Context: an optimization exercise on an open-source flow, tuned for small area and a short achievable clock period. The choices shown serve that exercise and are no tape-out recipe.
Function was checked by simulation only, so behaviour that the tests miss may differ from the original.
Power and IR drop assume default switching activity.

### flow/run.sh
#!/bin/bash
# Standard ORFS layout, with the port buffers made from buf_4 cells instead
# of the buffer that buffer_ports picks by default.
set -euo pipefail
bash standard.sh "BUFFER_PORTS_ARGS=-buffer_cell sky130_fd_sc_hd__buf_4" finish > orfs_make.log 2>&1
### standard.sh
#!/bin/bash
# synth_recipe.tcl (not shown) runs the flow's synth.tcl, then flattens the netlist and writes it again
# the make line also repeats each setting of config.mk as NAME=value (left out here)
make -C /OpenROAD-flow-scripts/flow DESIGN_CONFIG=/design/flow/config.mk WORK_HOME=/design/flow/orfs CLKGATE_MAP_FILE= SYNTH_SCRIPT=/design/flow/synth_recipe.tcl "${@:-finish}"
### config.mk
export PLATFORM = sky130hd
export DESIGN_NAME = link_engine
export DESIGN_NICKNAME = link_engine
export VERILOG_FILES = /design/flow/design.v
export SDC_FILE = /design/flow/constraint.sdc
export NUM_CORES = 4
export LEC_CHECK = 0
export CAP_MARGIN = 20
export CORE_MARGIN = 2
export CORE_UTILIZATION = 70
export CTS_BUF_LIST = sky130_fd_sc_hd__clkbuf_16
export CTS_CLUSTER_DIAMETER = 80
export CTS_CLUSTER_SIZE = 30
export SETUP_SLACK_MARGIN = 2.8
export SLEW_MARGIN = 20
export SYNTH_HIERARCHICAL = 1
export SYNTH_MINIMUM_KEEP_SIZE = 0
### constraint.sdc
create_clock -name core_clock -period 5.0 [get_ports {clk}]
set_input_delay 1.0000 -clock core_clock [delete_from_list [all_inputs] [get_ports {clk}]]
set_output_delay 1.0000 -clock core_clock [all_outputs]
set_load 0.01 [all_outputs]
### design.v
module link_engine (
    input  wire        clk,
    input  wire        role,           
    input  wire        op_valid,
    input  wire [11:0] op,
    output wire        op_ready,
    output reg         rsp_ok,
    output reg  [7:0]  rsp_data,
    output reg         line_req_out,
    output reg         line_dc_out
);
    localparam integer N = 50;
    localparam [2:0] S_IDLE = 3'd0,    
                     S_RS   = 3'd1,    
                     S_RC   = 3'd2,    
                     S_RCA  = 3'd3,    
                     S_RDY  = 3'd4,    
                     S_DTX  = 3'd5,    
                     S_DCF  = 3'd6,    
                     S_DCA  = 3'd7;    
    assign op_ready = 1'b1;
    reg [2:0]     ls;
    reg [8*N-1:0] txm;                  
    reg [8*N-1:0] rxm;
    reg [4:0]     tx_wh, rx_wh;         
    reg [9:0]     tx_wl, rx_wl;         
    reg [4:0]     tx_rh, rx_rh;         
    reg [9:0]     tx_rl, rx_rl;         
    reg           tx_ne, tx_full, rx_ne, rx_full;
    reg [2:0]     tx_idx, rx_idx;
    reg [7:0]     tx_byte;              
    reg [6:0]     rx_sh;                
    wire [7:0] tx_head, rx_rsp;
    wire [15:0] tx_part_n, rx_part_n;    
    wire       tx_wr_to_rd, tx_rd_to_wr, rx_wr_to_rd, rx_rd_to_wr;
    wire [4:0] tx_whf = tx_wh | {5{tx_full}};
    wire [4:0] rx_whf = rx_wh | {5{rx_full}};
    genvar s;
    generate
        for (s = 0; s < N; s = s + 1) begin : g_slot
            always @(posedge clk) begin
                if (!(tx_whf[s / 10] | tx_wl[s % 10]))
                    txm[8*s +: 8] <= op[7:0];
                if (!(rx_whf[s / 10] | rx_wl[s % 10]))
                    rxm[8*s +: 8] <= {op[0], rx_sh};
            end
        end
    endgenerate
    le_head_mux tx_mux (.rh(tx_rh), .rl(tx_rl), .m(txm), .part_n(tx_part_n));
    le_head_mux rx_mux (.rh(rx_rh), .rl(rx_rl), .m(rxm), .part_n(rx_part_n));
    le_ptr_cmp tx_cmp (.wh(tx_wh), .wl(tx_wl), .rh(tx_rh), .rl(tx_rl),
                       .wr_next_is_rd(tx_wr_to_rd), .rd_next_is_wr(tx_rd_to_wr));
    le_ptr_cmp rx_cmp (.wh(rx_wh), .wl(rx_wl), .rh(rx_rh), .rl(rx_rl),
                       .wr_next_is_rd(rx_wr_to_rd), .rd_next_is_wr(rx_rd_to_wr));
    wire tx_pending = (tx_idx != 3'd7) || tx_ne;
    wire       grp_cmd_n, grp_edge_n;
    wire [3:0] sub_n;
    le_nand3 u_gcmd  (.a(op_valid), .b(~op[11]), .c(~op[10]), .y(grp_cmd_n));
    le_nand3 u_gedge (.a(op_valid), .b(op[11]),  .c(~op[10]), .y(grp_edge_n));
    le_nand2 u_sub0  (.a(~op[9]), .b(~op[8]), .y(sub_n[0]));
    le_nand2 u_sub1  (.a(~op[9]), .b(op[8]),  .y(sub_n[1]));
    le_nand2 u_sub2  (.a(op[9]),  .b(~op[8]), .y(sub_n[2]));
    le_nand2 u_sub3  (.a(op[9]),  .b(op[8]),  .y(sub_n[3]));
    wire is_init, is_send, is_recv, is_avail, ev_rqf, ev_rqr, ev_dcf, ev_dcr;
    le_nor2 u_init  (.a(grp_cmd_n),  .b(sub_n[0]), .y(is_init));
    le_nor2 u_send  (.a(grp_cmd_n),  .b(sub_n[1]), .y(is_send));
    le_nor2 u_recv  (.a(grp_cmd_n),  .b(sub_n[2]), .y(is_recv));
    le_nor2 u_avail (.a(grp_cmd_n),  .b(sub_n[3]), .y(is_avail));
    le_nor2 u_rqf   (.a(grp_edge_n), .b(sub_n[0]), .y(ev_rqf));
    le_nor2 u_rqr   (.a(grp_edge_n), .b(sub_n[1]), .y(ev_rqr));
    le_nor2 u_dcf   (.a(grp_edge_n), .b(sub_n[2]), .y(ev_dcf));
    le_nor2 u_dcr   (.a(grp_edge_n), .b(sub_n[3]), .y(ev_dcr));
    wire t1 = ev_dcf && ls == S_RS;
    wire t2 = ev_dcr && ls == S_RCA;
    wire t3 = ev_dcf && ls == S_DTX;
    wire t4 = ev_dcr && ls == S_DCA;
    wire t5 = ev_rqf && ls == S_IDLE;
    wire t6 = ev_rqf && ls == S_RS && role;
    wire t7 = ev_rqr && ls == S_RC;
    wire t8 = ev_rqf && ls == S_RDY;
    wire t9 = ev_rqr && ls == S_DCF;
    wire tx_deq_ok = ls == S_RCA && tx_idx == 3'd7 && tx_ne;
    wire rx_enq_ok = ls == S_RDY && rx_idx == 3'd6 && !rx_full;
    wire tx_enq, tx_deq, rx_enq, rx_deq;
    le_nor3 u_txe (.a(grp_cmd_n),  .b(sub_n[1]), .c(tx_full),    .y(tx_enq));
    le_nor3 u_txd (.a(grp_edge_n), .b(sub_n[3]), .c(!tx_deq_ok), .y(tx_deq));
    le_nor3 u_rxe (.a(grp_edge_n), .b(sub_n[0]), .c(!rx_enq_ok), .y(rx_enq));
    le_nor3 u_rxd (.a(grp_cmd_n),  .b(sub_n[2]), .c(!rx_ne),     .y(rx_deq));
    genvar k;
    generate
        for (k = 0; k < 8; k = k + 1) begin : g_head
            le_nor2 u_tx (.a(tx_part_n[2*k]), .b(tx_part_n[2*k+1]), .y(tx_head[k]));
            le_nor3 u_rx (.a(rx_part_n[2*k]), .b(rx_part_n[2*k+1]), .c(!rx_deq), .y(rx_rsp[k]));
        end
    endgenerate
    wire [2:0] tx_idx_inc = tx_idx + 3'd1;
    wire       tx_bit = (tx_idx == 3'd7) ? (tx_ne && tx_byte[0]) : tx_byte[tx_idx_inc];
    always @(posedge clk) begin
        rsp_ok   <= is_init || tx_enq || ((is_recv || is_avail) && rx_ne);
        rsp_data <= rx_rsp;
        if (is_init) begin
            ls           <= S_IDLE;
            line_req_out <= 1'b1;
            line_dc_out  <= 1'b1;
        end else if (tx_enq && !tx_ne && ls == S_IDLE) begin
            ls           <= S_RS;
            line_req_out <= 1'b0;
        end else if (t1) begin
            ls           <= S_RCA;
            line_req_out <= 1'b1;
        end else if (t2) begin
            ls           <= S_DTX;
            line_req_out <= 1'b0;
            line_dc_out  <= tx_bit;
        end else if (t3) begin
            ls           <= S_DCA;
            line_req_out <= 1'b1;
            line_dc_out  <= 1'b1;
        end else if (t5 || t6) begin
            ls           <= S_RC;
            line_req_out <= 1'b1;
            line_dc_out  <= 1'b0;
        end else if (t7) begin
            ls           <= S_RDY;
            line_dc_out  <= 1'b1;
        end else if (t8) begin
            ls           <= S_DCF;
            line_dc_out  <= 1'b0;
        end else if (t4 || t9) begin
            line_dc_out  <= 1'b1;
            if (tx_pending) begin
                ls           <= S_RS;
                line_req_out <= 1'b0;
            end else begin
                ls           <= S_IDLE;
            end
        end
        if (is_init) begin
            tx_ne   <= 1'b0;
            tx_full <= 1'b0;
            tx_idx  <= 3'd7;
        end else if (tx_enq) begin
            tx_ne   <= 1'b1;
            tx_full <= tx_wr_to_rd;
        end else if (t2) begin
            if (tx_idx != 3'd7)
                tx_idx <= tx_idx_inc;
            else if (tx_ne) begin
                tx_idx  <= 3'd0;
                tx_full <= 1'b0;
                tx_ne   <= !tx_rd_to_wr;
            end
        end
        if (tx_idx == 3'd7)
            tx_byte <= tx_ne ? tx_head : op[7:0];
        if (is_init) begin
            rx_ne   <= 1'b0;
            rx_full <= 1'b0;
            rx_idx  <= 3'd7;
        end else if (t8) begin
            rx_idx <= rx_idx + 3'd1;
            if (rx_enq) begin
                rx_ne   <= 1'b1;
                rx_full <= rx_wr_to_rd;
            end
        end else if (rx_deq) begin
            rx_full <= 1'b0;
            rx_ne   <= !rx_rd_to_wr;
        end
        if (t8)
            rx_sh <= {op[0], rx_sh[6:1]};
        if (is_init) begin
            tx_wl <= 10'h3FE;  tx_wh <= 5'h1E;
            tx_rl <= 10'h001;  tx_rh <= 5'h01;
            rx_wl <= 10'h3FE;  rx_wh <= 5'h1E;
            rx_rl <= 10'h001;  rx_rh <= 5'h01;
        end else begin
            if (tx_enq) begin
                tx_wl <= {tx_wl[8:0], tx_wl[9]};
                if (!tx_wl[9]) tx_wh <= {tx_wh[3:0], tx_wh[4]};
            end
            if (tx_deq) begin
                tx_rl <= {tx_rl[8:0], tx_rl[9]};
                if (tx_rl[9]) tx_rh <= {tx_rh[3:0], tx_rh[4]};
            end
            if (rx_enq) begin
                rx_wl <= {rx_wl[8:0], rx_wl[9]};
                if (!rx_wl[9]) rx_wh <= {rx_wh[3:0], rx_wh[4]};
            end
            if (rx_deq) begin
                rx_rl <= {rx_rl[8:0], rx_rl[9]};
                if (rx_rl[9]) rx_rh <= {rx_rh[3:0], rx_rh[4]};
            end
        end
    end
endmodule
module le_head_mux (
    input  wire [4:0]   rh,
    input  wire [9:0]   rl,
    input  wire [399:0] m,
    output wire [15:0]  part_n
);
    wire [49:0]  nsel;               
    wire [199:0] y;                  
    genvar g, b;
    generate
        for (g = 0; g < 50; g = g + 1) begin : g_sel
            assign nsel[g] = ~(rh[g / 10] & rl[g % 10]);
        end
        for (g = 0; g < 25; g = g + 1) begin : g_pair
            for (b = 0; b < 8; b = b + 1) begin : g_bit
                le_oai22 u (.a1(nsel[2*g]),   .a2(m[16*g + b]),
                            .b1(nsel[2*g+1]), .b2(m[16*g + 8 + b]),
                            .y(y[8*g + b]));
            end
        end
        for (b = 0; b < 8; b = b + 1) begin : g_and
            wire [24:0] col;
            for (g = 0; g < 25; g = g + 1) begin : g_c
                assign col[g] = y[8*g + b];
            end
            assign part_n[2*b]   = |col[11:0];
            assign part_n[2*b+1] = |col[24:12];
        end
    endgenerate
endmodule
module le_ptr_cmp (
    input  wire [4:0] wh,
    input  wire [9:0] wl,
    input  wire [4:0] rh,
    input  wire [9:0] rl,
    output wire       wr_next_is_rd,
    output wire       rd_next_is_wr
);
    wire [9:0] wl_n = {wl[8:0], wl[9]};
    wire [9:0] rl_n = {rl[8:0], rl[9]};
    wire [4:0] wh_n = wl[9] ? wh : {wh[3:0], wh[4]};
    wire [4:0] rh_n = rl[9] ? {rh[3:0], rh[4]} : rh;
    assign wr_next_is_rd = |(~wl_n & rl) & |(~wh_n & rh);
    assign rd_next_is_wr = |(rl_n & ~wl) & |(rh_n & ~wh);
endmodule
module le_oai22 (
    input  wire a1, a2, b1, b2,
    output wire y
);
    assign y = ~((a1 | a2) & (b1 | b2));
endmodule
module le_nand2 (input wire a, b, output wire y);
    assign y = ~(a & b);
endmodule
module le_nand3 (input wire a, b, c, output wire y);
    assign y = ~(a & b & c);
endmodule
module le_nor2 (input wire a, b, output wire y);
    assign y = ~(a | b);
endmodule
module le_nor3 (input wire a, b, c, output wire y);
    assign y = ~(a | b | c);
endmodule
==> results.sh, run 1 <==
export IMPL_cts_buffers=36
export IMPL_total_power_w=0.0149
export IMPL_route_detailed_wl_per_inst_um=28.3
export IMPL_fmax_mhz=449
export IMPL_start_kind="flop"
export IMPL_peakVddDrop_v=0.000431
export IMPL_coreArea_mm2=0.0466
export IMPL_synth_edf_count=815
export IMPL_first_pass_iters=6
export IMPL_finalWorstSetupSlack_ns=2.78
export IMPL_finalCriticalPeriod_ns=2.22
export IMPL_boundaryPins=27
export IMPL_antenna_cells=0
export IMPL_crit_fanout=8
export IMPL_ctsLongestPathBuffers=3
export IMPL_status="no timing/DRC/antenna violations"
export IMPL_drt_wl_total_mm=77.8
export IMPL_synthTopCellsByArea="edfxtp_1, o22ai_1, dfxtp_1, nor2_1, nand2_1"
export IMPL_drtAntennaViolNets=0
export IMPL_crit_type="flop to flop"
export IMPL_die_y_um=221
export IMPL_cts_sinks=899
export IMPL_period_share_pct=44.5
export IMPL_fin_cells=2745
export IMPL_first_iter_violations=2742
export IMPL_io_buffers=25
export IMPL_hold_path_class="flop to flop"
export IMPL_relSlewSlack_pct=36.8
export IMPL_dp_hpwl_mm=49.1
export IMPL_synth_seq_area_share_pct=79.4
export IMPL_grt_pass1_wl_mm=116
export IMPL_place_gp_congestion=0.858
export IMPL_grt_pass1_vias=18700
export IMPL_grt_overflow=0
export IMPL_synth_cells=2080
export IMPL_yosysUniqueCellTypes=56
export IMPL_tightest_slew_ns=0.949
export IMPL_synthesis_area_mm2=0.0330
export IMPL_drcViolationCount=0
export IMPL_grt_max_degree=59
export IMPL_syn_avg_cell_area_um2=15.8
export IMPL_fin_tns_setup_ns=0
export IMPL_drv_cap=0
export IMPL_fillers=2786
export IMPL_cts_tree="yes"
export IMPL_dieArea_mm2=0.0488
export IMPL_fin_worst_skew_ns=0.0243
export IMPL_area_growth_pct=6.69
export IMPL_core_rowCount=79
export IMPL_drive_gt1_share_pct=8.61
export IMPL_synth_seq_cells=899
export IMPL_endpoint_kind="flop"
export IMPL_routed_via_density=7.10
export IMPL_critPathRequiredTime_ns=5.52
export IMPL_setup_viol=0
export IMPL_yosys_most_used_dff="edfxtp_1"
export IMPL_root_buffer="clkbuf_16"
export IMPL_slew_viol_final=0
export IMPL_rsz0062_at_grt="yes"
export IMPL_htree_levels=2
export IMPL_die_w_um=221
export IMPL_p_leak_nw=11.1
export IMPL_layout_nets=2131
export IMPL_antenna_found_initial=2
export IMPL_p_per_area_mw_per_mm2=424
export IMPL_synth_warnings=7
export IMPL_worstSkewPairLatency_ns=0.60
export IMPL_yosys_area_top_type_share_pct=74.3
export IMPL_grtUsageTotal_pct=31.8
export IMPL_path_clk_slew_ns=0.11
export IMPL_crit_arrival_ns=2.75
export IMPL_reg2reg_slack_ns=2.78
export IMPL_finalHoldViolCount=0
export IMPL_place_ws_ns=2.14
export IMPL_syn_num_nets=2099
export IMPL_synth_top_area_cell="edfxtp_1"
export IMPL_num_vias=19500
export IMPL_synth_async_reset_ratio_pct=0
export IMPL_initial_core_util_pct=70.8
export IMPL_place_inst=2677
==> through the flow <==
step	hold slack (ns)	area [um^2]	util, %
final	0.464	35200	75.5
after global placement	0.432	33800	72.6
after CTS	0.465	35000	75.2
after detailed placement	0.441	33800	72.6
after floorplan	0.442	33000	-
after global routing	0.492	35200	75.5
==> per-module statistics from Yosys, one instance, submodules excluded <==
module       cells inside  flip-flops and latches  times used
le_head_mux           127                       0           2
le_nand2                1                       0           4
le_nand3                1                       0           2
link_engine          1301                     899           1
le_nor2                 1                       0          15
le_oai22                1                       0         400
le_ptr_cmp             46                       0           2
le_nor3                 1                       0          12
==> cells in the final DEF (no fill, tap or decap), types with 4 or more instances in the layout <==
master       n
a221oi_1     8
nor2_1     161
mux2i_1     27
nor4_1      61
nor3_2       9
a21oi_1     23
nand4_1     19
clkbuf_16   38
nand2b_1    24
mux2_2       9
or2_2       10
a211o_1     23
or2b_1       4
edfxtp_1   815
nand2_2      5
inv_1       59
a211oi_1     4
nand2_1    137
and3_1       4
o22ai_1    416
nand3b_1     8
nor4_2      21
dfxtp_1     64
dfxtp_2     17
nand3_1     28
buf_4       37
nor3_1      24
nor2b_1     20
nor3_4       4
==> metal layers <==
| layer | track usage (%) | vias up | routed length, um |
|---|---|---|---|
| met1 | 45.5 | 9697 | 30200 |
| met3 | 5.44 | 194 | 7300 |
| met5 | 0 | - | 21 |
| li1 | - | 8449 | - |
| met2 | 50.4 | 1138 | 37000 |
| met4 | 11.9 | 4 | 3280 |
==> where the power goes <==
group / switching, W / leakage, nW / total [W] / internal (W)
clock network: 0.00212 / 0.612 / 0.00358 / 0.00146
logic: 0.000982 / 2.25 / 0.00135 / 0.000366
registers: 0.000609 / 8.22 / 0.00998 / 0.00937
==> critical path: stages, from the launching register on <==
cell	delay, ns
dfxtp_1	0.55
nand2_1	0.36
o22ai_1	0.17
nor4_1	0.54
nand3_1	0.33
nor3_2	0.21
==> cell usage after synthesis, types with 9 or more instances <==
cell,count
nand4_1,19
edfxtp_1,815
buf_2,19
nand2b_1,24
mux2i_1,27
o22ai_1,416
mux2_2,9
a21oi_1,23
nor3_2,12
inv_1,39
nand2_1,142
nor4_1,82
or2_2,10
a211o_1,23
nor2_1,165
nor2b_1,21
clkbuf_1,21
nor3_1,24
nand3_1,30
dfxtp_1,84
==> path summary, 6_finish.rpt <==
path / cells past startpoint / end / from
worst max-delay path: 5 / rsp_data[5] / rx_rl[6]
worst min-delay path: 0 / rx_sh[0] / rx_sh[1]
worst max register to register: 5 / rsp_data[5] / rx_rl[6]
worst min register to register: 0 / rx_sh[0] / rx_sh[1]
==> final cells by class <==
| type | count | area [um^2] | area share (%) |
|---|---|---|---|
| clock buffer | 38 | 951 | 2.70 |
| clock inverter | 26 | 139 | 0.395 |
| inverter | 40 | 150 | 0.427 |
| multi-input combinational | 1096 | 6660 | 18.9 |
| sequential | 899 | 26200 | 74.5 |
| tap | 607 | 759 | 2.16 |
| timing repair buffer | 39 | 309 | 0.879 |
==> sequential cells by signal, summed over array words and instances (netlist names), 5 cells and up <==
register  cells
rxm         400
txm         400
rx_rl        10
rx_wl        10
tx_rl        10
tx_wl        10
rsp_data      8
tx_byte       8
rx_sh         7
rx_rh         5
rx_wh         5
tx_rh         5
tx_wh         5
==> logic make-up after synthesis <==
| group | synth area share (%) |
|---|---|
| AND/OR/NAND/NOR | 8.27 |
| XOR/XNOR | 0.0266 |
| multiplexers | 1.24 |
| AO/OA/AOI/OAI | 9.76 |
| buffers and inverters | 1.17 |
| other | 0.0114 |
| flip-flops | 79.4 |
| adder cells (fa/ha/maj) | 0.152 |
==> what timing repair did <==
item,in CTS,in global routing
gates cloned,2,0
setup endpoints to repair,66,51
buffers inserted,1,1
hold buffers,0,0
resized for setup,23,34
pin swaps,2,2
==> run 2, diff against run 1 <==
--- a/config.mk
+++ b/config.mk
@@ -12,5 +12,5 @@
 export CTS_CLUSTER_DIAMETER = 80
 export CTS_CLUSTER_SIZE = 30
-export SETUP_SLACK_MARGIN = 2.8
+export SETUP_SLACK_MARGIN = 2.95
 export SLEW_MARGIN = 20
 export SYNTH_HIERARCHICAL = 1
==> run 2 against run 1 <==
Effect of this change: critical endpoint is now line_dc_out; setup slack improved by 0.13 ns; via count increased by 1.2%; largest cell class unchanged; highest routed layer is now met4; still clean on timing, DRC and antenna; sequential power about the same.
==> results.sh, run 2 <==
export IMPL_dp_hpwl_mm=48.6
export IMPL_p_per_area_mw_per_mm2=418
export IMPL_path_clk_slew_ns=0.11
export IMPL_peakVddDrop_v=0.000414
export IMPL_cts_tree="yes"
export IMPL_slew_viol_final=0
export IMPL_grt_pass1_vias=18400
export IMPL_reg2reg_from="rx_idx[0]"
export IMPL_area_growth_pct=8.71
export IMPL_num_vias=19700
export IMPL_ctsLongestPathBuffers=3
export IMPL_synthTopCellsByArea="edfxtp_1, o22ai_1, dfxtp_1, nor2_1, nand2_1"
export IMPL_place_inst=2678
export IMPL_finalHoldViolCount=0
export IMPL_period_share_pct=41.8
export IMPL_dieArea_mm2=0.0488
export IMPL_total_power_w=0.0150
export IMPL_cp_depth=1
export IMPL_worstSkewPairLatency_ns=0.60
export IMPL_yosys_most_used_dff="edfxtp_1"
export IMPL_rsz0062_at_grt="yes"
export IMPL_rr_worst_depth=9
export IMPL_critPathRequiredTime_ns=4.00
export IMPL_synth_seq_cells=899
export IMPL_core_rowCount=79
export IMPL_htree_levels=2
export IMPL_boundaryPins=27
export IMPL_synth_edf_count=815
export IMPL_setup_viol=0
export IMPL_relSlewSlack_pct=34.2
export IMPL_finalCriticalPeriod_ns=2.09
export IMPL_synth_top_area_cell="edfxtp_1"
export IMPL_io_buffers=25
export IMPL_min_delay_start="rx_sh[4]"
export IMPL_first_iter_violations=2740
export IMPL_crit_arrival_ns=1.09
export IMPL_yosys_area_top_type_share_pct=74.3
export IMPL_crit_family="flip-flops"
export IMPL_syn_avg_cell_area_um2=15.8
export IMPL_coreArea_mm2=0.0466
export IMPL_yosysMostFrequentCell="edfxtp_1"
export IMPL_fmax_mhz=478
export IMPL_syn_num_nets=2099
export IMPL_first_pass_iters=6
export IMPL_cp_num_buf_inv=1
export IMPL_crit_fanout=2
export IMPL_drtAntennaViolNets=0
export IMPL_routed_via_density=7.12
export IMPL_antenna_found_initial=0
export IMPL_synthesis_area_mm2=0.0330
export IMPL_drive_gt1_share_pct=13.7
export IMPL_yosysUniqueCellTypes=56
export IMPL_final_common_cell="edfxtp_1"
export IMPL_die_w_um=221
export IMPL_synth_top_family_by_area="compound AO/OA/AOI/OAI gates"
export IMPL_hold_buffers=0
export IMPL_die_y_um=221
export IMPL_min_to="rx_sh[3]"
export IMPL_r2r_end="rx_full"
export IMPL_grt_max_degree=61
export IMPL_grtUsageTotal_pct=31.8
export IMPL_synth_seq_area_share_pct=79.4
export IMPL_synth_compound_area_share_pct=9.76
export IMPL_synth_simple_gate_area_share_pct=8.27
export IMPL_antenna_cells=0
export IMPL_endpoint_kind="output port"
export IMPL_most_common_layout_cells="edfxtp_1, o22ai_1, nor2_1, nand2_1"
export IMPL_status="no timing/DRC/antenna violations"
export IMPL_hold_path_class="flop to flop"
export IMPL_fin_cells=2769
export IMPL_fillers=2655
export IMPL_fin_tns_setup_ns=0
export IMPL_grt_pass1_wl_mm=116
export IMPL_final_core_util_pct=76.9
export IMPL_p_leak_nw=11.3
export IMPL_cts_sinks=899
export IMPL_initial_core_util_pct=70.8
export IMPL_drcViolationCount=0
export IMPL_fin_area_mm2=0.0358
export IMPL_reg_largest_list="rxm x400, txm x400"
export IMPL_critPathSlowestCell="dfxtp_4"
export IMPL_synth_commonest_cells="edfxtp_1, o22ai_1, nor2_1"
export IMPL_cts_buffers=37
export IMPL_min_path_cells=0
export IMPL_layout_nets=2158
export IMPL_postPlaceCellArea_mm2=0.0339
export IMPL_synthAdderAreaFrac_pct=0.152
export IMPL_start_kind="flop"
export IMPL_root_buffer="clkbuf_16"
export IMPL_synth_xor_area_share_pct=0.0266
export IMPL_synth_area_mux_share_pct=1.24
export IMPL_synth_warnings=7
export IMPL_place_gp_congestion=0.887
export IMPL_synth_cells=2080
export IMPL_tightest_slew_ns=0.988
export IMPL_synth_async_reset_ratio_pct=0
export IMPL_drv_cap=0
export IMPL_reg2reg_slack_ns=2.95
export IMPL_cpPeakStageDelay_ns=0.38
export IMPL_fin_worst_skew_ns=0.0206
export IMPL_grt_overflow=0
export IMPL_path_cells="buf_6"
export IMPL_route_detailed_wl_per_inst_um=28.4
export IMPL_drt_wl_total_mm=78.5
export IMPL_crit_type="flop to output port"
## run 2: area by class of cell
cell class              count  area, um^2  area share (%)
well taps                 607         759            2.12
repair buffers             64         627            1.75
clock inverters            23         115           0.321
multi-input cells        1097        6940            19.4
flip-flops and latches    899       26200            73.2
inverters                  40         173           0.482
clock buffers              39         976            2.72
## run 2: kinds of logic after synthesis
kind of cell | after synthesis
AO/OA/AOI/OAI | 496
XOR/XNOR | 1
adder cells (fa/ha/maj) | 4
buffers and inverters | 87
flip-flops | 899
multiplexers | 38
other | 1
AND/OR/NAND/NOR | 554
## run 2: what timing repair did
item | CTS | global route
endpoints found under the hold margin | 0 | 0
endpoints found under the setup margin | 81 | 71
pin swaps | 3 | 16
resized for setup | 104 | 69
setup buffers | 5 | 20
cloned | 3 | 1
## run 2: modules after synthesis (local to each module, per instance), a selection
| module | cell area (um^2) | cells inside | copies in the design | flip-flops and latches |
|---|---|---|---|---|
| link_engine | 28400 | 1301 | 1 | 899 |
| le_ptr_cmp | 282 | 46 | 2 | 0 |
| le_nor3 | 10.0 | 1 | 12 | 0 |
| le_nand3 | 5.00 | 1 | 2 | 0 |
| le_nand2 | 3.75 | 1 | 4 | 0 |
| le_nor2 | 3.75 | 1 | 15 | 0 |
## run 2: power breakdown
group	internal (W)	switching (W)	leakage [nW]
logic	0.000411	0.000979	2.49
clock network	0.00145	0.00214	0.593
registers	0.00938	0.000621	8.22
## run 2: stage by stage
stage	hold slack (ns)	setup WS, ns
global placement	0.430	2.22
detailed placement	0.456	2.14
global route	0.484	2.85
floorplan	0.446	2.84
finish	0.480	2.91
CTS	0.482	2.89
## run 2: routing by layer
metal | vias up | wire (um) | part of all wire [%] | global-route usage, %
li1 | 8495 | - | - | -
met1 | 9770 | 29400 | 37 | 45.0
met2 | 1288 | 38800 | 49 | 52.1
met3 | 172 | 7550 | 9.6 | 4.77
met4 | 0 | 2780 | 3.5 | 10.4
met5 | - | 0 | 0 | 0
## run 2: worst max path at each step
stage                     start     endpoint  slack [ns]
floorplan                op[10]        ls[0]        2.84
global placement          op[9]     rx_rl[0]        2.22
detailed placement        op[9]     rx_wh[2]        2.14
CTS                 line_dc_out  line_dc_out        2.89
global route             op[10]        ls[0]        2.85
finish              line_dc_out  line_dc_out        2.91
==> run 3, diff against run 2 <==
==> flow/run.sh (replaced) <==
#!/bin/bash
set -euo pipefail
bash standard.sh "BUFFER_PORTS_ARGS=-buffer_cell sky130_fd_sc_hd__buf_2" \
    "CTS_ARGS=-sink_clustering_enable -repair_clock_nets -sink_clustering_size 30 -sink_clustering_max_diameter 80 -buf_list sky130_fd_sc_hd__clkbuf_16 -dont_use_dummy_load" \
    finish > orfs_make.log 2>&1
==> run 3 against run 2 <==
Effect of this change: power is 1.2% lower; still clean; critical path type unchanged; core utilization fell by 0.34 points; first-iteration DRC count down 9.4%; synthesized area unchanged; critical endpoint unchanged; clock skew is 0.016 ns higher; register-to-register slack worse by 0.03 ns; combinational power barely moved; routed wire length fell by 0.56%; largest cell class unchanged; global-route usage decreased by 0.11 points; setup slack better by 0.012 ns; die area stayed put.
==> results.sh, run 3 <==
export IMPL_slew_viol_final=0
export IMPL_grt_pass1_vias=18500
export IMPL_synth_top_family_by_area="compound AO/OA/AOI/OAI gates"
export IMPL_fillers=2685
export IMPL_htree_levels=2
export IMPL_total_power_w=0.0148
export IMPL_synthTopCellsByArea="edfxtp_1, o22ai_1, dfxtp_1, nor2_1, nand2_1"
export IMPL_synth_cells=2080
export IMPL_cpPeakStageDelay_ns=0.38
export IMPL_period_share_pct=41.6
export IMPL_io_buffers=25
export IMPL_grt_overflow=0
export IMPL_first_iter_violations=2482
export IMPL_initial_core_util_pct=70.8
export IMPL_die_y_um=221
export IMPL_syn_avg_cell_area_um2=15.8
export IMPL_critPathRequiredTime_ns=4.00
export IMPL_endpoint_kind="output port"
export IMPL_grtUsageTotal_pct=31.7
export IMPL_place_gp_congestion=0.876
export IMPL_synth_xor_area_share_pct=0.0266
export IMPL_routed_via_density=7.12
export IMPL_most_common_layout_cells="edfxtp_1, o22ai_1, nor2_1, nand2_1, nand2_2"
export IMPL_final_common_cell="edfxtp_1"
export IMPL_root_buffer="clkbuf_16"
export IMPL_cts_tree="yes"
export IMPL_worstSkewPairLatency_ns=0.60
export IMPL_grt_pass1_wl_mm=116
export IMPL_antenna_found_initial=0
export IMPL_hold_buffers=0
export IMPL_num_vias=19500
export IMPL_finalCriticalPeriod_ns=2.08
export IMPL_drt_wl_total_mm=78.1
export IMPL_die_w_um=221
export IMPL_crit_arrival_ns=1.08
export IMPL_peakVddDrop_v=0.000387
export IMPL_synth_seq_area_share_pct=79.4
export IMPL_fin_tns_setup_ns=0
export IMPL_cts_buffers=37
export IMPL_crit_family="flip-flops"
export IMPL_fin_worst_skew_ns=0.0363
export IMPL_synth_top_area_cell="edfxtp_1"
export IMPL_synth_area_mux_share_pct=1.24
export IMPL_route_detailed_wl_per_inst_um=28.5
export IMPL_synthAdderAreaFrac_pct=0.152
export IMPL_fmax_mhz=481
export IMPL_status="no timing/DRC/antenna violations"
export IMPL_hold_path_class="flop to flop"
export IMPL_syn_num_nets=2099
export IMPL_synth_simple_gate_area_share_pct=8.27
export IMPL_relSlewSlack_pct=25.6
export IMPL_reg2reg_slack_ns=2.92
export IMPL_crit_type="flop to output port"
export IMPL_tightest_slew_ns=1.12
export IMPL_drv_cap=0
export IMPL_reg_largest_list="rxm x400, txm x400"
export IMPL_fin_cells=2737
export IMPL_layout_nets=2151
export IMPL_multiInputGateArea_mm2=0.00706
export IMPL_synth_warnings=7
export IMPL_ctsLongestPathBuffers=3
export IMPL_grt_max_degree=59
export IMPL_first_pass_iters=6
export IMPL_synth_edf_count=815
export IMPL_critPathSlowestCell="dfxtp_4"
export IMPL_path_cells="buf_6"
export IMPL_core_rowCount=79
export IMPL_synth_compound_area_share_pct=9.76
export IMPL_yosys_most_used_dff="edfxtp_1"
export IMPL_crit_fanout=2
export IMPL_dieArea_mm2=0.0488
export IMPL_antenna_cells=0
export IMPL_synth_seq_cells=899
export IMPL_final_core_util_pct=76.6
export IMPL_yosysMostFrequentCell="edfxtp_1"
export IMPL_start_kind="flop"
export IMPL_seq_area_mm2=0.0262
export IMPL_drcViolationCount=0
export IMPL_boundaryPins=27
export IMPL_yosys_area_top_type_share_pct=74.3
export IMPL_drive_gt1_share_pct=14.0
export IMPL_dp_hpwl_mm=48.5
export IMPL_coreArea_mm2=0.0466
export IMPL_cts_sinks=899
export IMPL_synth_async_reset_ratio_pct=0
export IMPL_area_growth_pct=8.23
export IMPL_path_clk_slew_ns=0.11
export IMPL_p_leak_nw=11.2
export IMPL_finalHoldViolCount=0
export IMPL_p_per_area_mw_per_mm2=415
export IMPL_yosysUniqueCellTypes=56
export IMPL_cp_num_buf_inv=1
export IMPL_setup_viol=0
export IMPL_hold_slack_ns=0.470
export IMPL_synthesis_area_mm2=0.0330
export IMPL_rsz0062_at_grt="yes"
export IMPL_drtAntennaViolNets=0
export IMPL_place_inst=2678
export IMPL_synth_commonest_cells="edfxtp_1, o22ai_1, nor2_1"
[run 3: cell count changes in the layout (fill, tap and decap cells not counted), sizes merged]
cell / before / now
buf: 63 / 57
inv: 58 / 40
clkinv: 4 / 0
clkinvlp: 1 / 0
nor2: 167 / 166
clkbuf: 39 / 37
[run 3: what timing repair did]
item / in CTS / in global routing
endpoints found under the setup margin: 88 / 72
setup buffers: 4 / 15
endpoints found under the hold margin: 0 / 0
pin swaps: 4 / 14
gates cloned: 3 / 0
gates resized for setup: 102 / 90
[run 3: power breakdown]
part           leakage, nW  internal, W  switching, W
registers             8.22      0.00938      0.000630
logic                 2.50     0.000419      0.000984
clock network        0.456      0.00134       0.00205
[run 3: area by class of cell]
type	count	share of cell area [%]
Sequential cell	899	73.5
Multi-Input combinational cell	1096	19.8
Clock buffer	37	2.60
Tap cell	607	2.13
Timing Repair Buffer	58	1.45
Inverter	40	0.474
[run 3: through the flow]
| step | worst slack (ns) | instance area [um^2] |
|---|---|---|
| finish | 2.92 | 35700 |
| global route | 2.88 | 35700 |
| CTS | 2.88 | 35200 |
| detailed placement | 1.97 | 33800 |
| global placement | 2.01 | 33800 |
| floorplan | 2.84 | 33100 |
[run 3: cell families after synthesis]
logic type / count (synthesis)
compound gates: 496
xor+xnor: 1
fa+ha+maj: 4
buf+inv: 87
flops: 899
mux: 38
other cells: 1
simple gates: 554
[run 3: path summary, 6_finish.rpt]
check	startpoint	endpoint	depth (start not counted)
min	rx_sh[5]	rx_sh[4]	0
max	line_dc_out	line_dc_out	1
max reg2reg	rx_rl[4]	rsp_data[7]	5
min reg2reg	rx_sh[5]	rx_sh[4]	0
[run 3: per-module statistics from Yosys, one instance, submodules excluded]
module       copies in the design  cells  flops+latches
le_head_mux                     2    127              0
le_nand2                        4      1              0
le_nand3                        2      1              0
le_nor2                        15      1              0
le_nor3                        12      1              0
le_oai22                      400      1              0
le_ptr_cmp                      2     46              0
link_engine                     1   1301            899
[run 3: metal layers]
| layer | global-route usage (%) | share of wire [%] | routed length (um) |
|---|---|---|---|
| met1 | 44.6 | 38 | 29400 |
| met3 | 4.61 | 9.3 | 7300 |
| met5 | 0 | 0 | 0 |
| met2 | 51.8 | 49 | 38200 |
| met4 | 11.4 | 4.1 | 3220 |
[run 3: worst register-to-register path, delay by kind of cell (launching register included)]
kind,cells,cell delay (ns)
AND/OR/NAND/NOR,4,1.35
flip-flops,1,0.53
AO/OA/AOI/OAI,1,0.12
==> run 4, diff against run 3 <==
--- a/config.mk
+++ b/config.mk
@@ -12,4 +12,5 @@
 export CTS_CLUSTER_DIAMETER = 80
 export CTS_CLUSTER_SIZE = 30
+export PLACE_DENSITY = 0.5
 export SETUP_SLACK_MARGIN = 2.95
 export SLEW_MARGIN = 20
==> run 4 against run 3 <==
Effect of this change: largest cell class unchanged; worst hold slack stayed put; cell count did not move; flip-flop and latch count unchanged; routed wire length is the same; still clean; power stayed put.
==> results.sh, run 4 <==
export IMPL_fin_tns_setup_ns=0
export IMPL_drv_cap=0
export IMPL_first_iter_violations=2482
export IMPL_synth_top_area_cell="edfxtp_1"
export IMPL_first_pass_iters=6
export IMPL_finalCriticalPeriod_ns=2.08
export IMPL_syn_avg_cell_area_um2=15.8
export IMPL_synth_seq_cells=899
export IMPL_fin_area_mm2=0.0357
export IMPL_finalHoldViolCount=0
export IMPL_tightest_slew_ns=1.12
export IMPL_die_y_um=221
export IMPL_dieArea_mm2=0.0488
export IMPL_cpPeakStageDelay_ns=0.38
export IMPL_met1_usage_pct=44.6
export IMPL_peakVddDrop_v=0.000387
export IMPL_place_inst=2678
export IMPL_synth_seq_area_share_pct=79.4
export IMPL_worstSkewPairLatency_ns=0.60
export IMPL_root_buffer="clkbuf_16"
export IMPL_core_rowCount=79
export IMPL_ctsLongestPathBuffers=3
export IMPL_grt_util_met3_pct=4.61
export IMPL_relSlewSlack_pct=25.6
export IMPL_p_leak_nw=11.2
export IMPL_synth_edf_count=815
export IMPL_final_common_cell="edfxtp_1"
export IMPL_grt_max_degree=59
export IMPL_drtAntennaViolNets=0
export IMPL_grt_pass1_wl_mm=116
export IMPL_yosys_most_used_dff="edfxtp_1"
export IMPL_fin_worst_skew_ns=0.0363
export IMPL_htree_levels=2
export IMPL_yosys_area_top_type_share_pct=74.3
export IMPL_antenna_found_initial=0
export IMPL_place_ws_ns=1.97
export IMPL_postPlaceCellArea_mm2=0.0338
export IMPL_path_cells="buf_6"
export IMPL_synthTopCellsByArea="edfxtp_1, o22ai_1, dfxtp_1, nor2_1, nand2_1"
export IMPL_endpoint_kind="output port"
export IMPL_fin_cells=2737
export IMPL_grt_overflow=0
export IMPL_slew_viol_final=0
export IMPL_status="no timing/DRC/antenna violations"
export IMPL_drcViolationCount=0
export IMPL_setup_viol=0
export IMPL_critPathRequiredTime_ns=4.00
export IMPL_synth_warnings=7
export IMPL_cts_tree="yes"
export IMPL_grt_busiest_layer="met2"
export IMPL_hold_path_class="flop to flop"
export IMPL_synthesis_area_mm2=0.0330
export IMPL_cts_sinks=899
export IMPL_p_per_area_mw_per_mm2=415
export IMPL_cp_num_buf_inv=1
export IMPL_final_core_util_pct=76.6
export IMPL_num_vias=19500
export IMPL_syn_num_nets=2099
export IMPL_start_kind="flop"
export IMPL_crit_fanout=2
export IMPL_yosysMostFrequentCell="edfxtp_1"
export IMPL_synth_async_reset_ratio_pct=0
export IMPL_coreArea_mm2=0.0466
export IMPL_most_common_layout_cells="edfxtp_1, o22ai_1, nor2_1, nand2_1, nand2_2"
export IMPL_gr_usage_met2_pct=51.8
export IMPL_drive_gt1_share_pct=14.0
export IMPL_cts_buffers=37
export IMPL_reg_largest_list="rxm x400, txm x400"
export IMPL_grt_pass1_vias=18500
export IMPL_route_detailed_wl_per_inst_um=28.5
export IMPL_crit_type="flop to output port"
export IMPL_layout_nets=2151
export IMPL_rsz0062_at_grt="yes"
export IMPL_antenna_cells=0
export IMPL_period_share_pct=41.6
export IMPL_crit_family="flip-flops"
export IMPL_place_gp_congestion=0.876
export IMPL_path_clk_slew_ns=0.11
export IMPL_yosysUniqueCellTypes=56
export IMPL_routed_via_density=7.12
export IMPL_die_w_um=221
export IMPL_dp_hpwl_mm=48.5
export IMPL_crit_arrival_ns=1.08
export IMPL_drt_wl_total_mm=78.1
export IMPL_grtUsageTotal_pct=31.7
export IMPL_initial_core_util_pct=70.8
export IMPL_synth_commonest_cells="edfxtp_1, o22ai_1, nor2_1"
export IMPL_hold_buffers=0
export IMPL_synth_cells=2080
export IMPL_io_buffers=25
export IMPL_fmax_mhz=481
export IMPL_boundaryPins=27
export IMPL_area_growth_pct=8.23
export IMPL_critPathSlowestCell="dfxtp_4"
export IMPL_finalWorstSetupSlack_ns=2.92
## run 4: cell counts after synthesis
Identical to the previous run, type by type.
## run 4: final cells by class
class / count / area (um^2)
tap: 607 / 759
multi-input combinational: 1096 / 7060
clock buffer: 37 / 926
fill: 2685 / 10900
sequential: 899 / 26200
inverter: 40 / 169
timing repair buffer: 58 / 518
## run 4: through the flow
step	total power, W	hold WS (ns)
global placement	0.0113	0.435
CTS	0.0147	0.469
finish	0.0148	0.470
detailed placement	0.0114	0.447
floorplan	0.0108	0.446
global route	0.0153	0.482
## run 4: logic make-up (layout without fill, tap and decap cells)
logic type               Yosys count  after routing  share of synthesized area, %
multiplexers                      38             38                          1.24
other                              1              1                        0.0114
buffers and inverters             87            135                          1.17
flip-flops                       899            899                          79.4
adder cells (fa/ha/maj)            4              4                         0.152
XOR/XNOR                           1              1                        0.0266
AND/OR/NAND/NOR                  554            556                          8.27
AO/OA/AOI/OAI                    496            496                          9.76
## run 4: worst paths after layout
check / depth (start not counted) / endpoint / start / slack (ns)
worst max-delay path: 1 / line_dc_out / line_dc_out / 2.92
worst min-delay path: 0 / rx_sh[4] / rx_sh[5] / 0.47
worst max register to register: 5 / rsp_data[7] / rx_rl[4] / 2.92
worst min register to register: 0 / rx_sh[4] / rx_sh[5] / 0.47
## run 4: timing repair
action                                  in CTS  in global routing
endpoints found under the hold margin        0                  0
gates resized for setup                    102                 90
pin swaps                                    4                 14
endpoints found under the setup margin      88                 72
cloned                                       3                  0
setup buffers                                4                 15
## run 4: where the power goes
part	internal (W)	switching, W
logic	0.000419	0.000984
registers	0.00938	0.000630
clock network	0.00134	0.00205
total	0.0111	0.00366
## run 4: modules after synthesis (local to each module, per instance)
| module | cell area (um^2) | cells | flops+latches | copies in the design |
|---|---|---|---|---|
| le_head_mux | 623 | 127 | 0 | 2 |
| le_nand3 | 5.00 | 1 | 0 | 2 |
| le_nor2 | 3.75 | 1 | 0 | 15 |
| le_nor3 | 10.0 | 1 | 0 | 12 |
| link_engine | 28400 | 1301 | 899 | 1 |
| le_ptr_cmp | 282 | 46 | 0 | 2 |
| le_nand2 | 3.75 | 1 | 0 | 4 |
| le_oai22 | 6.26 | 1 | 0 | 400 |
## run 4: metal layers
layer | wire [um] | vias up | share of wire [%]
met5 | 0 | - | 0
met4 | 3220 | 0 | 4.1
met3 | 7300 | 167 | 9.3
met2 | 38200 | 1122 | 49
met1 | 29400 | 9727 | 38
li1 | - | 8458 | -
==> run 5, diff against run 4 <==
--- a/config.mk
+++ b/config.mk
@@ -12,5 +12,5 @@
 export CTS_CLUSTER_DIAMETER = 80
 export CTS_CLUSTER_SIZE = 30
-export PLACE_DENSITY = 0.5
+export PLACE_DENSITY = 0.75
 export SETUP_SLACK_MARGIN = 2.95
 export SLEW_MARGIN = 20
==> run 5 against run 4 <==
Effect of this change: combinational power about the same; clock skew grew 0.0097 ns; via count grew 0.30%; fmax fell by 0.74%; synthesized area stayed put; core utilization is 0.21 points lower; sequential share of layout area up 0.18 points; die area unchanged; critical path depth stayed put; global-route usage down 0.23 points; non-clock buffer count increased by 1.
==> results.sh, run 5 <==
export IMPL_period_share_pct=41.9
export IMPL_startpoint="rsp_ok"
export IMPL_yosysUniqueCellTypes=56
export IMPL_yosysMostFrequentCell="edfxtp_1"
export IMPL_cpPeakStageDelay_ns=0.38
export IMPL_layout_nets=2152
export IMPL_place_gp_congestion=0.924
export IMPL_rsz0062_at_grt="yes"
export IMPL_reg2reg_slack_ns=2.91
export IMPL_drcViolationCount=0
export IMPL_drtAntennaViolNets=0
export IMPL_synth_seq_area_share_pct=79.4
export IMPL_coreArea_mm2=0.0466
export IMPL_grt_util_met3_pct=4.65
export IMPL_most_common_layout_cells="edfxtp_1, o22ai_1, nor2_1, nand2_1, dfxtp_1"
export IMPL_initial_core_util_pct=70.8
export IMPL_die_w_um=221
export IMPL_final_common_cell="edfxtp_1"
export IMPL_synth_commonest_cells="edfxtp_1, o22ai_1, nor2_1"
export IMPL_grt_overflow=0
export IMPL_route_detailed_wl_per_inst_um=28.4
export IMPL_min_delay_start="tx_idx[1]"
export IMPL_fin_worst_skew_ns=0.0460
export IMPL_synth_seq_cells=899
export IMPL_drt_wl_total_mm=77.6
export IMPL_dieArea_mm2=0.0488
export IMPL_routed_via_density=7.13
export IMPL_p_per_area_mw_per_mm2=414
export IMPL_io_buffers=25
export IMPL_ctsLongestPathBuffers=3
export IMPL_seq_area_mm2=0.0262
export IMPL_hold_buffers=0
export IMPL_total_power_w=0.0147
export IMPL_grt_max_degree=60
export IMPL_path_cells="buf_6"
export IMPL_fin_area_mm2=0.0356
export IMPL_critPathSlowestCell="dfxtp_4"
export IMPL_reg_largest_list="rxm x400, txm x400"
export IMPL_root_buffer="clkbuf_16"
export IMPL_synth_cells=2080
export IMPL_first_pass_iters=5
export IMPL_cts_tree="yes"
export IMPL_finalHoldViolCount=0
export IMPL_worstSkewPairLatency_ns=0.60
export IMPL_fillers=2660
export IMPL_hold_slack_ns=0.530
export IMPL_status="no timing/DRC/antenna violations"
export IMPL_die_y_um=221
export IMPL_grt_pass1_vias=18600
export IMPL_endpoint_kind="output port"
export IMPL_yosys_area_top_type_share_pct=74.3
export IMPL_crit_type="flop to output port"
export IMPL_synthesis_area_mm2=0.0330
export IMPL_cp_num_buf_inv=1
export IMPL_reg2reg_from="tx_rl[3]"
export IMPL_relSlewSlack_pct=29.2
export IMPL_core_rowCount=79
export IMPL_cts_sinks=899
export IMPL_area_growth_pct=7.94
export IMPL_first_iter_violations=3171
export IMPL_yosys_most_used_dff="edfxtp_1"
export IMPL_synth_top_area_cell="edfxtp_1"
export IMPL_syn_avg_cell_area_um2=15.8
export IMPL_synth_warnings=7
export IMPL_met1_usage_pct=44.0
export IMPL_fmax_mhz=477
export IMPL_hold_path_class="flop to flop"
export IMPL_crit_family="flip-flops"
export IMPL_dp_hpwl_mm=48.4
export IMPL_slew_viol_final=0
export IMPL_finalCriticalPeriod_ns=2.09
export IMPL_fin_tns_setup_ns=0
export IMPL_drive_gt1_share_pct=13.2
export IMPL_synthTopCellsByArea="edfxtp_1, o22ai_1, dfxtp_1, nor2_1, nand2_1"
export IMPL_htree_levels=2
export IMPL_cts_buffers=36
export IMPL_antenna_found_initial=0
export IMPL_synth_async_reset_ratio_pct=0
export IMPL_postPlaceCellArea_mm2=0.0338
export IMPL_synth_edf_count=815
export IMPL_multiInputGateArea_mm2=0.00700
export IMPL_critPathRequiredTime_ns=4.00
export IMPL_grtUsageTotal_pct=31.5
export IMPL_fin_cells=2738
export IMPL_peakVddDrop_v=0.000436
export IMPL_gr_usage_met2_pct=51.7
export IMPL_setup_viol=0
export IMPL_num_vias=19500
export IMPL_crit_fanout=1
export IMPL_syn_num_nets=2099
export IMPL_drv_cap=0
export IMPL_place_inst=2677
export IMPL_tightest_slew_ns=1.06
export IMPL_start_kind="flop"
export IMPL_crit_arrival_ns=1.09
export IMPL_antenna_cells=0
export IMPL_boundaryPins=27
export IMPL_grt_busiest_layer="met2"
export IMPL_path_clk_slew_ns=0.11
export IMPL_p_leak_nw=11.1
export IMPL_grt_pass1_wl_mm=115
run 5: cell count changes in the layout (fill, tap and decap cells not counted), moves of 2 or more:
cell,previous run,this run
buf_4,28,31
nor4_1,37,44
nor4_2,41,33
dfxtp_2,24,27
nand2_2,51,41
buf_6,16,12
nand2_1,89,101
dfxtp_4,12,9
nand2_4,2,0
run 5: worst register-to-register path, delay by kind of cell (launching register included):
kind,cells,cell delay (ns)
compound gates,1,0.15
flops,1,0.43
mux,1,0.15
simple gates,4,1.23
run 5: area by class of cell:
type	count	share of cell area [%]
inverter	40	0.485
multi-input combinational	1097	19.7
clock buffer	36	2.53
sequential	899	73.7
timing repair buffer	59	1.45
tap	607	2.14
run 5: layer usage:
layer,part of all wire [%],vias to the layer above
met5,0,-
met4,4.1,0
met3,9.0,204
met2,49,1150
met1,38,9724
li1,-,8454
run 5: modules after synthesis, one instance, submodules excluded:
module       cells  cell area, um^2  times used  flops+latches
link_engine   1301            28400           1            899
le_head_mux    127              623           2              0
le_ptr_cmp      46              282           2              0
le_nor3          1             10.0          12              0
le_oai22         1             6.26         400              0
le_nand3         1             5.00           2              0
le_nand2         1             3.75           4              0
le_nor2          1             3.75          15              0
run 5: through the flow:
stage / util (%) / worst slack [ns]
after floorplan: - / 2.84
after global placement: 72.6 / 2.17
after detailed placement: 72.6 / 2.08
after CTS: 75.5 / 2.88
after global routing: 76.4 / 2.88
final: 76.4 / 2.91
run 5: cell families (layout without fill, tap and decap cells):
family	Yosys count	after routing	synth area share (%)
AO/OA/AOI/OAI	496	496	9.76
other	1	1	0.0114
flip-flops	899	899	79.4
AND/OR/NAND/NOR	554	557	8.27
buffers and inverters	87	135	1.17
adder cells (fa/ha/maj)	4	4	0.152
multiplexers	38	38	1.24
XOR/XNOR	1	1	0.0266
run 5: what timing repair did:
item / in CTS / in global routing
buffers inserted: 10 / 11
cloned: 3 / 1
endpoints found under the hold margin: 0 / 0
pin swaps: 5 / 11
gates resized for setup: 87 / 85
endpoints found under the setup margin: 80 / 87
run 5: path summary, 6_finish.rpt:
check,to,cells past startpoint
worst max-delay path,rsp_ok,1
worst min-delay path,tx_idx[1],1
worst max register to register,tx_byte[2],6
worst min register to register,tx_idx[1],1
run 5: power breakdown:
part	total, W	leakage (nW)	switching, W	internal [W]
clock	0.00336	0.444	0.00205	0.00131
combinational	0.00138	2.48	0.000988	0.000397
sequential	0.00999	8.22	0.000611	0.00938
==> run 6, diff against run 5 <==
--- a/config.mk
+++ b/config.mk
@@ -12,6 +12,5 @@
 export CTS_CLUSTER_DIAMETER = 80
 export CTS_CLUSTER_SIZE = 30
-export PLACE_DENSITY = 0.75
-export SETUP_SLACK_MARGIN = 2.95
+export SETUP_SLACK_MARGIN = 3.03
 export SLEW_MARGIN = 20
 export SYNTH_HIERARCHICAL = 1
==> run 6 against run 5 <==
Effect of this change: sequential power about the same; clock power about the same; critical path depth is the same; via count shrank 0.33%; register-to-register slack improved by 0.13 ns; die area did not move; critical path type unchanged; largest cell class unchanged; highest routed layer unchanged.
==> results.sh, run 6 <==
export IMPL_antenna_found_initial=0
export IMPL_relSlewSlack_pct=25.7
export IMPL_total_power_w=0.0148
export IMPL_first_iter_violations=2966
export IMPL_synth_top_area_cell="edfxtp_1"
export IMPL_critPathRequiredTime_ns=4.00
export IMPL_grtUsageTotal_pct=31.7
export IMPL_routed_via_density=7.11
export IMPL_hold_slack_ns=0.517
export IMPL_p_per_area_mw_per_mm2=412
export IMPL_synthesis_area_mm2=0.0330
export IMPL_crit_family="flip-flops"
export IMPL_drt_wl_total_mm=78.0
export IMPL_boundaryPins=27
export IMPL_cts_buffers=37
export IMPL_final_core_util_pct=77.0
export IMPL_dieArea_mm2=0.0488
export IMPL_yosysUniqueCellTypes=56
export IMPL_yosys_most_used_dff="edfxtp_1"
export IMPL_initial_core_util_pct=70.8
export IMPL_synth_async_reset_ratio_pct=0
export IMPL_cts_sinks=899
export IMPL_crit_arrival_ns=1.06
export IMPL_cts_tree="yes"
export IMPL_core_rowCount=79
export IMPL_status="no timing/DRC/antenna violations"
export IMPL_drcViolationCount=0
export IMPL_period_share_pct=41.2
export IMPL_hold_buffers=0
export IMPL_synth_warnings=7
export IMPL_fin_cells=2737
export IMPL_fin_tns_setup_ns=0
export IMPL_cp_num_buf_inv=1
export IMPL_finalHoldViolCount=0
export IMPL_synth_seq_area_share_pct=79.4
export IMPL_most_common_layout_cells="edfxtp_1, o22ai_1, nor2_1, nand2_1, nand2_2"
export IMPL_place_gp_congestion=0.897
export IMPL_yosysMostFrequentCell="edfxtp_1"
export IMPL_start_kind="flop"
export IMPL_route_detailed_wl_per_inst_um=28.5
export IMPL_io_buffers=25
export IMPL_fmax_mhz=486
export IMPL_syn_num_nets=2099
export IMPL_root_buffer="clkbuf_16"
export IMPL_finalCriticalPeriod_ns=2.06
export IMPL_path_clk_slew_ns=0.10
export IMPL_endpoint_kind="output port"
export IMPL_tightest_slew_ns=1.11
export IMPL_die_y_um=221
export IMPL_cpPeakStageDelay_ns=0.35
export IMPL_peakVddDrop_v=0.000384
export IMPL_met1Wirelength_mm=30.3
export IMPL_fillers=2662
export IMPL_hold_path_class="flop to flop"
export IMPL_grt_pass1_wl_mm=116
export IMPL_ctsLongestPathBuffers=3
export IMPL_critPathSlowestCell="dfxtp_2"
export IMPL_wl_met3_mm=7.24
export IMPL_rsz0062_at_grt="yes"
export IMPL_setup_viol=0
export IMPL_drv_cap=0
export IMPL_reg_largest_list="rxm x400, txm x400"
export IMPL_place_inst=2678
export IMPL_antenna_cells=0
export IMPL_first_pass_iters=6
export IMPL_num_vias=19500
export IMPL_crit_fanout=2
export IMPL_fin_worst_skew_ns=0.0427
export IMPL_crit_type="flop to output port"
export IMPL_slew_viol_final=0
export IMPL_final_common_cell="edfxtp_1"
export IMPL_dp_hpwl_mm=48.7
export IMPL_layout_nets=2151
export IMPL_synth_edf_count=815
export IMPL_grt_pass1_vias=18800
export IMPL_area_growth_pct=8.76
export IMPL_p_leak_nw=11.3
export IMPL_synth_commonest_cells="edfxtp_1, o22ai_1, nor2_1"
export IMPL_synth_cells=2080
export IMPL_die_w_um=221
export IMPL_synthTopCellsByArea="edfxtp_1, o22ai_1, dfxtp_1, nor2_1, nand2_1"
export IMPL_synth_seq_cells=899
export IMPL_worstSkewPairLatency_ns=0.62
export IMPL_drive_gt1_share_pct=15.4
export IMPL_htree_levels=2
export IMPL_grt_overflow=0
export IMPL_grt_max_degree=64
export IMPL_top_layer="met4"
export IMPL_wl_met2_mm=37.2
export IMPL_drtAntennaViolNets=0
export IMPL_yosys_area_top_type_share_pct=74.3
export IMPL_syn_avg_cell_area_um2=15.8
export IMPL_coreArea_mm2=0.0466
export IMPL_path_cells="buf_6"
[run 6: cell counts after synthesis]
No cell type changed its count.
[run 6: report_power, final]
| group | switching, W | internal [W] | leakage [nW] |
|---|---|---|---|
| clock network | 0.00205 | 0.00134 | 0.456 |
| logic | 0.000981 | 0.000403 | 2.66 |
| registers | 0.000631 | 0.00938 | 8.23 |
[run 6: cell type report]
type	count	area, um^2	area share (%)
flip-flops and latches	899	26200	73.2
repair buffers	58	531	1.48
well taps	607	759	2.12
inverters	40	169	0.471
clock buffers	37	926	2.58
multi-input cells	1096	7210	20.1
[run 6: worst paths after layout]
path | from | endpoint | slack (ns) | depth (start not counted)
hold / removal | rx_idx[1] | rx_idx[1] | 0.52 | 1
hold reg to reg | rx_idx[1] | rx_idx[1] | 0.52 | 1
setup / recovery | line_dc_out | line_dc_out | 2.94 | 1
setup reg to reg | tx_rl[4] | tx_byte[5] | 3.04 | 6
[run 6: what timing repair did]
| action | 4_1_cts | 5_1_grt |
|---|---|---|
| pin swaps | 21 | 12 |
| cloned | 3 | 0 |
| setup endpoints to repair | 81 | 59 |
| setup buffers | 12 | 7 |
| endpoints found under the hold margin | 0 | 0 |
| resized for setup | 137 | 90 |
[run 6: kinds of logic (layout without fill, tap and decap cells)]
kind of cell | count (synthesis) | in the layout | share of synthesized area [%]
AOI/OAI and AO/OA | 496 | 496 | 9.76
xor gates and xnor gates | 1 | 1 | 0.0266
muxes | 38 | 38 | 1.24
adders and majority gates | 4 | 4 | 0.152
and+or+nand+nor | 554 | 556 | 8.27
DFF | 899 | 899 | 79.4
buffers and inverters | 87 | 135 | 1.17
other | 1 | 1 | 0.0114
[run 6: stage by stage]
| stage | setup WS (ns) | instance area (um^2) |
|---|---|---|
| after floorplan | 2.84 | 33100 |
| after global placement | 2.24 | 33800 |
| after detailed placement | 2.17 | 33800 |
| after CTS | 2.92 | 35400 |
| after global routing | 2.90 | 35800 |
| final | 2.94 | 35800 |
[run 6: modules after synthesis (local to each module, per instance)]
module,cell area [um^2],times used,cells,flip-flops and latches
link_engine,28400,1,1301,899
le_head_mux,623,2,127,0
le_oai22,6.26,400,1,0
le_nand3,5.00,2,1,0
le_nor2,3.75,15,1,0
le_nand2,3.75,4,1,0
le_ptr_cmp,282,2,46,0
le_nor3,10.0,12,1,0
[run 6: metal layers]
layer,vias to the layer above,GRT usage (%)
li1,8453,-
met5,-,0
met4,0,12.4
met2,1145,50.4
met1,9679,45.7
met3,191,4.13
==> run 7, diff against run 6 <==
--- a/config.mk
+++ b/config.mk
@@ -12,5 +12,5 @@
 export CTS_CLUSTER_DIAMETER = 80
 export CTS_CLUSTER_SIZE = 30
-export SETUP_SLACK_MARGIN = 3.03
+export SETUP_SLACK_MARGIN = 2.88
 export SLEW_MARGIN = 20
 export SYNTH_HIERARCHICAL = 1
==> run 7 against run 6 <==
Effect of this change: still clean on timing, DRC and antenna; fmax shrank 4.5%; register-to-register slack got worse by 0.20 ns; cell area shrank 1.6%; first-iteration DRC count down 6.9%; via count about the same; worst hold slack gained 0.0090 ns; global-route usage increased by 0.25 points; clock skew down 0.019 ns; largest power group unchanged.
==> results.sh, run 7 <==
export IMPL_crit_type="flop to flop"
export IMPL_reg_largest_list="rxm x400, txm x400"
export IMPL_initial_core_util_pct=70.8
export IMPL_ctsLongestPathBuffers=3
export IMPL_crit_family="simple AND/OR/NAND/NOR gates"
export IMPL_tightest_slew_ns=1.12
export IMPL_critPathRequiredTime_ns=5.46
export IMPL_cpPeakStageDelay_ns=0.46
export IMPL_fin_tns_setup_ns=0
export IMPL_first_pass_iters=7
export IMPL_critPathSlowestCell="nor3_1"
export IMPL_top_layer="met5"
export IMPL_reg2reg_slack_ns=2.84
export IMPL_dp_hpwl_mm=48.9
export IMPL_drive_gt1_share_pct=10.9
export IMPL_antenna_found_initial=3
export IMPL_relSlewSlack_pct=25.4
export IMPL_synth_commonest_cells="edfxtp_1, o22ai_1, nor2_1"
export IMPL_hold_path_class="flop to flop"
export IMPL_total_power_w=0.0147
export IMPL_period_share_pct=43.1
export IMPL_synth_seq_cells=899
export IMPL_path_clk_slew_ns=0.10
export IMPL_hold_buffers=0
export IMPL_status="no timing/DRC/antenna violations"
export IMPL_cp_num_buf_inv=0
export IMPL_wl_met2_mm=37.6
export IMPL_drv_cap=0
export IMPL_rr_worst_depth=6
export IMPL_wl_met3_mm=7.57
export IMPL_synth_cells=2080
export IMPL_synthTopCellsByArea="edfxtp_1, o22ai_1, dfxtp_1, nor2_1, nand2_1"
export IMPL_layout_nets=2146
export IMPL_first_iter_violations=2761
export IMPL_yosysMostFrequentCell="edfxtp_1"
export IMPL_synth_warnings=7
export IMPL_fmax_mhz=464
export IMPL_die_y_um=221
export IMPL_routed_via_density=7.12
export IMPL_multiInputGateArea_mm2=0.00686
export IMPL_place_ws_ns=1.75
export IMPL_start_kind="flop"
export IMPL_path_cells="nand2_1, o22ai_1, nor3_1, nand4_1, nor2_1, mux2_2"
export IMPL_critical_path_endpoint="tx_byte[6]"
export IMPL_final_common_cell="edfxtp_1"
export IMPL_yosys_area_top_type_share_pct=74.3
export IMPL_root_buffer="clkbuf_16"
export IMPL_synth_top_area_cell="edfxtp_1"
export IMPL_r2r_end="tx_byte[6]"
export IMPL_finalWorstSetupSlack_ns=2.84
export IMPL_synth_seq_area_share_pct=79.4
export IMPL_die_w_um=221
export IMPL_io_buffers=25
export IMPL_syn_num_nets=2099
export IMPL_grt_max_degree=59
export IMPL_met1Wirelength_mm=30.1
export IMPL_synthesis_area_mm2=0.0330
export IMPL_yosys_most_used_dff="edfxtp_1"
export IMPL_endpoint_kind="flop"
export IMPL_finalHoldViolCount=0
export IMPL_coreArea_mm2=0.0466
export IMPL_yosysUniqueCellTypes=56
export IMPL_grt_overflow=0
export IMPL_fin_worst_skew_ns=0.0237
export IMPL_startpoint="tx_rh[4]"
export IMPL_crit_fanout=15
export IMPL_cp_depth=6
export IMPL_cts_sinks=899
export IMPL_place_inst=2678
export IMPL_grtUsageTotal_pct=31.9
export IMPL_drt_wl_total_mm=78.4
export IMPL_setup_viol=0
export IMPL_syn_avg_cell_area_um2=15.8
export IMPL_rsz0062_at_grt="yes"
export IMPL_fillers=2778
export IMPL_num_vias=19500
export IMPL_grt_pass1_wl_mm=116
export IMPL_area_growth_pct=6.98
export IMPL_slew_viol_final=0
export IMPL_crit_arrival_ns=2.62
export IMPL_place_gp_congestion=0.915
export IMPL_route_detailed_wl_per_inst_um=28.7
export IMPL_cts_tree="yes"
export IMPL_seq_area_mm2=0.0262
export IMPL_fin_cells=2734
export IMPL_reg2reg_from="tx_rh[4]"
export IMPL_core_rowCount=79
export IMPL_cts_buffers=36
export IMPL_peakVddDrop_v=0.000519
export IMPL_hold_slack_ns=0.526
export IMPL_most_common_layout_cells="edfxtp_1, o22ai_1, nor2_1, nand2_1, dfxtp_1"
export IMPL_p_leak_nw=11.0
export IMPL_drtAntennaViolNets=0
export IMPL_htree_levels=2
export IMPL_p_per_area_mw_per_mm2=418
export IMPL_drcViolationCount=0
export IMPL_worstSkewPairLatency_ns=0.60
export IMPL_grt_pass1_vias=18600
export IMPL_synth_async_reset_ratio_pct=0
export IMPL_synth_edf_count=815
export IMPL_dieArea_mm2=0.0488
export IMPL_boundaryPins=27
export IMPL_finalCriticalPeriod_ns=2.16
## run 7: tightest hold or removal path, stage by stage, from the launching register on
cell,delay (ns)
dfxtp_2,0.36
nor2_1,0.05
o21bai_1,0.10
## run 7: cells by family (layout without fill, tap and decap cells)
family | count (synthesis) | in the layout | synth area share, %
flops | 899 | 899 | 79.4
simple gates | 554 | 558 | 8.27
compound gates | 496 | 496 | 9.76
buf+inv | 87 | 128 | 1.17
mux | 38 | 38 | 1.24
fa+ha+maj | 4 | 4 | 0.152
other cells | 1 | 3 | 0.0114
xor+xnor | 1 | 1 | 0.0266
## run 7: per-layer routing
layer	vias to the layer above	GRT usage, %
li1	8459	-
met1	9720	46.0
met2	1102	51.5
met3	184	3.90
met4	2	11.8
met5	-	0
## run 7: per-stage QoR
stage                     util, %  cell area, um^2
after floorplan                 -            33000
after global placement       72.6            33800
after detailed placement     72.6            33800
after CTS                    75.1            35000
after global routing         75.7            35200
final                        75.7            35300
## run 7: power breakdown
group / leakage (nW) / switching [W] / internal, W
logic: 2.36 / 0.000977 / 0.000405
clock network: 0.444 / 0.00204 / 0.00131
registers: 8.22 / 0.000617 / 0.00938
total: 11.0 / 0.00364 / 0.0111
## run 7: how the worst min path moves through the flow
stage	start	end	slack, ns	depth (start not counted)
global route	rx_idx[0]	rx_idx[0]	0.55	2
detailed placement	tx_idx[2]	tx_idx[2]	0.47	1
CTS	rx_wh[4]	rx_wh[0]	0.53	2
finish	rx_idx[0]	rx_idx[0]	0.53	2
floorplan	tx_idx[2]	tx_idx[2]	0.44	1
global placement	tx_idx[2]	tx_idx[2]	0.45	1
## run 7: layout make-up
cell class	count	share of cell area, %
multi-input cells	1098	19.5
well taps	607	2.15
repair buffers	52	0.997
inverters	40	0.479
diodes	2	0.0142
flip-flops and latches	899	74.3
clock buffers	36	2.56
## run 7: repair_timing
| item | 4_1_cts | 5_1_grt |
|---|---|---|
| resized for setup | 60 | 45 |
| cloned | 4 | 0 |
| buffers inserted | 5 | 9 |
| pin swaps | 3 | 3 |
| endpoints found under the setup margin | 75 | 23 |
## run 7: modules after synthesis (local to each module, per instance)
module       copies in the design  area, um^2
le_ptr_cmp                      2         282
link_engine                     1       28400
le_nor3                        12        10.0
le_nand2                        4        3.75
le_oai22                      400        6.26
le_head_mux                     2         623
le_nor2                        15        3.75
le_nand3                        2        5.00

re-timing with driven ports:
How much do the figures lean on ideal ports? The routed layouts below were timed once more, with nothing changed but the port constraints.
Step 1: set_driving_cell puts a clkbuf_16 on clk and a buf_2 on each other input, an assumption about the parent block.
Step 2 moves the port delays by t, midway between the first and last clock arrival at a register: inputs arrive t later, outputs are due t later. That takes back most of the time a late clock gives input paths.
Three values: ideal ports, drivers, drivers and shift; two values: the first two.
| run | t, ns | setup slack, ns | hold slack, ns | clock arrival spread, ns | cell pins on the clock port's net |
|---|---|---|---|---|---|
| run 1 | 0.644 | 2.775 / 2.775 / 2.267 | 0.464 / 0.464 / 0.464 | 0.031 / 0.032 | 1 |
| run 2 | 0.646 | 2.909 / 2.851 / 2.278 | 0.480 / 0.480 / 0.480 | 0.022 / 0.022 | 1 |
| run 3 | 0.640 | 2.921 / 2.862 / 2.393 | 0.470 / 0.470 / 0.470 | 0.038 / 0.038 | 1 |
| run 4 | 0.640 | 2.921 / 2.862 / 2.393 | 0.470 / 0.470 / 0.470 | 0.038 / 0.038 | 1 |
| run 5 | 0.642 | 2.905 / 2.847 / 2.388 | 0.530 / 0.530 / 0.530 | 0.050 / 0.050 | 1 |
| run 6 | 0.655 | 2.941 / 2.880 / 2.320 | 0.517 / 0.517 / 0.517 | 0.046 / 0.047 | 1 |
| run 7 | 0.643 | 2.845 / 2.845 / 2.288 | 0.526 / 0.526 / 0.526 | 0.025 / 0.025 | 1 |
After both steps setup and hold are still met in every run listed. The setup slack of run 2, which loses most, moves by -0.058 ns with the drivers and by -0.631 ns with both steps.
